Context: an optimization exercise on an open-source flow, tuned for small area, a short achievable clock period and few clock cycles. The choices shown serve that exercise and are no tape-out recipe. In this exercise RTL edits were held to simulation tests only and were not proved equivalent to the original. No activity file was given, so power comes from the tool's default toggle rates.

Design kfu, start of the top module:
module kfu (
    input  wire        clk,
    input  wire        rst,
    input  wire        cmd_valid,
    output wire        cmd_ready,
    input  wire [2:0]  cmd_op,
    input  wire [4:0]  cmd_addr,
    input  wire [31:0] cmd_a,
    input  wire [31:0] cmd_b,
    output reg         rsp_valid,
    output reg         rsp_fault,
    output reg  [31:0] rsp_x,
    output reg  [31:0] rsp_y
);
    localparam [31:0] ONE    = 32'h0001_0000;   
    localparam [31:0] QNOISE = 32'h0000_028F;   
    localparam [31:0] MINV   = 32'h8000_0000;
    localparam        NR     = 3;               
    localparam [2:0] OP_INIT = 3'd0, OP_PRED = 3'd1, OP_CORR = 3'd2,
                     OP_LOAD = 3'd3, OP_READ = 3'd4;
    wire [31:0] wd [0:19];
    wire [31:0] P00 = wd[4],  P01 = wd[5],  P02 = wd[6],  P03 = wd[7];
    wire [31:0] P10 = wd[8],  P11 = wd[9],  P12 = wd[10], P13 = wd[11];
    wire [31:0] P20 = wd[12], P21 = wd[13], P22 = wd[14], P23 = wd[15];
    wire [31:0] P30 = wd[16], P31 = wd[17], P32 = wd[18], P33 = wd[19];
    wire [15:0] s00h, s11h;
    kfu_add #(16) u_s00 (.a(P00[31:16]), .b(16'd0), .ci(1'b1), .s(s00h));
    kfu_add #(16) u_s11 (.a(P11[31:16]), .b(16'd0), .ci(1'b1), .s(s11h));
    wire [31:0] S00 = {s00h, P00[15:0]};
    wire [31:0] S11 = {s11h, P11[15:0]};
    reg         rdy;
    reg         rdy_o;               
    reg         cv;                  
    reg  [2:0]  c_op;
    reg  [4:0]  c_addr;
    reg  [31:0] c_a, c_b;
    assign cmd_ready = rdy_o;
    wire take = cmd_valid & rdy;
    localparam [3:0] Q_IDLE = 4'd0, Q_RST = 4'd1, Q_INIT = 4'd2, Q_C1 = 4'd3,
                     Q_C2 = 4'd4, Q_C3 = 4'd5, Q_DIV = 4'd6, Q_POST = 4'd7,
                     Q_LAST = 4'd8, Q_D1 = 4'd9, Q_D2 = 4'd10, Q_C4 = 4'd11,
                     Q_WY = 4'd12, Q_FW = 4'd13;
    reg  [3:0]  sq;
    reg  [4:0]  uc;                  
    reg         sq_resp;             
    reg         sq_fault;
  ...
export LEC_CHECK = 0
export CAP_MARGIN = 20
export CORE_MARGIN = 2
export CORE_UTILIZATION = 45
export SLEW_MARGIN = 20
create_clock -name core_clock -period 17.0 [get_ports {clk}]
standard.sh (not shown) runs the stock make flow with config.mk's settings and CLKGATE_MAP_FILE= SYNTH_SCRIPT=/design/flow/synth_recipe.tcl, a recipe that flattens the netlist after the stock synthesis.
==> flow/flow/run.sh <==
#!/bin/bash
# The standard layout, with timing repair aiming 12 ns below the clock
# period (the SDC and its 17 ns clock are unchanged) and buf_2 cells as the
# port buffers.
set -euo pipefail
cd "$(dirname "${BASH_SOURCE[0]}")/.."
bash standard.sh SETUP_SLACK_MARGIN=12 "BUFFER_PORTS_ARGS=-buffer_cell sky130_fd_sc_hd__buf_2" finish > standard_flow.log 2>&1
Testbench counts at the start, summed over its fixed seeds: cycles 43,245.
Then changed:
--- a/flow/design.v
+++ b/flow/design.v
@@ -177,42 +177,41 @@
     always @(posedge clk) begin
         sc_rows <= rows;
         sc_ks   <= ks;
         sc_dst  <= rst ? D_NONE : sb_dst;
         sc_rsp  <= ~rst & sb_rsp;
     end
     reg         pred2;               
     reg  [1:0]  px;
     reg  [1:0]  xt;                  
     wire        xbusy = (sq == Q_POST) | (xt != 2'd0);
-    wire        xstep = (px != 2'd0) & ~xbusy;
+    wire        xstep = (px != 2'd0) & ~xbusy & ~pred2;
     wire        pfree = (sq == Q_IDLE) | ((sq == Q_POST) & (uc >= 5'd30));
     wire        pred1 = cv & (c_op == OP_PRED) & pfree & ~pred2 & ~px[1];
-    wire [31:0] xn0, xn1;
-    kfu_add #(32) u_x0 (.a(wd[0]), .b(wd[2]), .ci(1'b0), .s(xn0));
-    kfu_add #(32) u_x1 (.a(wd[1]), .b(wd[3]), .ci(1'b0), .s(xn1));
     wire [31:0] qd  = pred2 ? QNOISE : 32'd0;
     wire [31:0] m00 = pred2 ? P02 : P20;
     wire [31:0] m11 = pred2 ? P13 : P31;
     wire [31:0] pa00, pa01, pa10, pa11, pa02, pa03, pa12, pa13, pa22, pa33;
     kfu_add #(32) u_p00 (.a(P00 ^ m00 ^ qd), .b({(P00[30:0] & m00[30:0]) | (qd[30:0] & (P00[30:0] | m00[30:0])), 1'b0}),
                          .ci(1'b0), .s(pa00));
     kfu_add #(32) u_p11 (.a(P11 ^ m11 ^ qd), .b({(P11[30:0] & m11[30:0]) | (qd[30:0] & (P11[30:0] | m11[30:0])), 1'b0}),
                          .ci(1'b0), .s(pa11));
     kfu_add #(32) u_p01 (.a(P01), .b(pred2 ? P03 : P21), .ci(1'b0), .s(pa01));
     kfu_add #(32) u_p10 (.a(P10), .b(pred2 ? P12 : P30), .ci(1'b0), .s(pa10));
     kfu_add #(32) u_p02 (.a(pred2 ? P20 : P02), .b(P22), .ci(1'b0), .s(pa02));   
     kfu_add #(32) u_p03 (.a(pred2 ? P21 : P03), .b(P23), .ci(1'b0), .s(pa03));   
     kfu_add #(32) u_p12 (.a(pred2 ? P30 : P12), .b(P32), .ci(1'b0), .s(pa12));   
     kfu_add #(32) u_p13 (.a(pred2 ? P31 : P13), .b(P33), .ci(1'b0), .s(pa13));   
-    kfu_add #(32) u_p22 (.a(P22), .b(QNOISE), .ci(1'b0), .s(pa22));
-    kfu_add #(32) u_p33 (.a(P33), .b(QNOISE), .ci(1'b0), .s(pa33));
+    kfu_add #(32) u_p22 (.a(pred2 ? P22 : wd[0]), .b(pred2 ? QNOISE : wd[2]), .ci(1'b0), .s(pa22));
+    kfu_add #(32) u_p33 (.a(pred2 ? P33 : wd[1]), .b(pred2 ? QNOISE : wd[3]), .ci(1'b0), .s(pa33));
+    wire [31:0] xn0 = pa22;          
+    wire [31:0] xn1 = pa33;          
     wire [31:0] pv [0:19];
     wire [19:0] pw;                  
     assign pv[0] = xn0;   assign pv[1] = xn1;   assign pv[2] = wd[2];  assign pv[3] = wd[3];
     assign pv[4] = pa00;  assign pv[5] = pa01;  assign pv[6] = pa02;   assign pv[7] = pa03;
     assign pv[8] = pa10;  assign pv[9] = pa11;  assign pv[10] = pa12;  assign pv[11] = pa13;
     assign pv[12] = pa02; assign pv[13] = pa03; assign pv[14] = pa22;  assign pv[15] = P23;
     assign pv[16] = pa12; assign pv[17] = pa13; assign pv[18] = P32;   assign pv[19] = pa33;
     assign pw = {pred2, 1'b0, pred2, pred2,  1'b0, pred2, pred2, pred2,
                  pred1, pred1, pred1 | pred2, pred1 | pred2,
                  pred1, pred1, pred1 | pred2, pred1 | pred2,
Wire length hardly moves.
Cell area came out higher slightly.
Sequential share of layout area barely changes.
Worst hold slack gains 0.018 ns.
Final cell count came out lower slightly.
Total power came out higher by well over a third.
Synthesized area hardly moves.
Maximum frequency came out higher slightly.
Worst setup slack gains 0.086 ns.
Synthesized cell count is about the same.
Utilization came out lower by 0.13 points.
Global-route usage came out lower by 0.17 points.
Critical path depth came out lower by 11.
Testbench counts after the change, summed over its fixed seeds: cycles 43,245.

static timing again, ports no longer ideal:
How much do the figures lean on ideal ports? The routed layouts below were timed once more, with nothing changed but the port constraints.
Step 1 sets driving cells, clkbuf_16 on the clock port and buf_2 on the other inputs (assumed; they add their load-dependent delay and slew).
Step 2 adds t to the input delays and takes it off the output delays; t is the mean of the earliest and latest rising clock arrival at the registers after step 1. Input paths then give back, and output paths get back, about the clock's delay inside the block.
Three values: ideal ports, drivers, drivers and shift; two values: the first two.
run | shift t [ns] | slack for setup (ns) | clock arrival spread, ns
the first run | 1.008 | 11.900 / 11.900 / 11.900 | 0.101 / 0.101
the second run | 1.014 | 11.986 / 11.865 / 11.902 | 0.099 / 0.099
After both steps setup and hold are still met in every run listed. The setup slack of the second run, which loses most, moves by -0.121 ns with the drivers and by -0.084 ns with both steps.
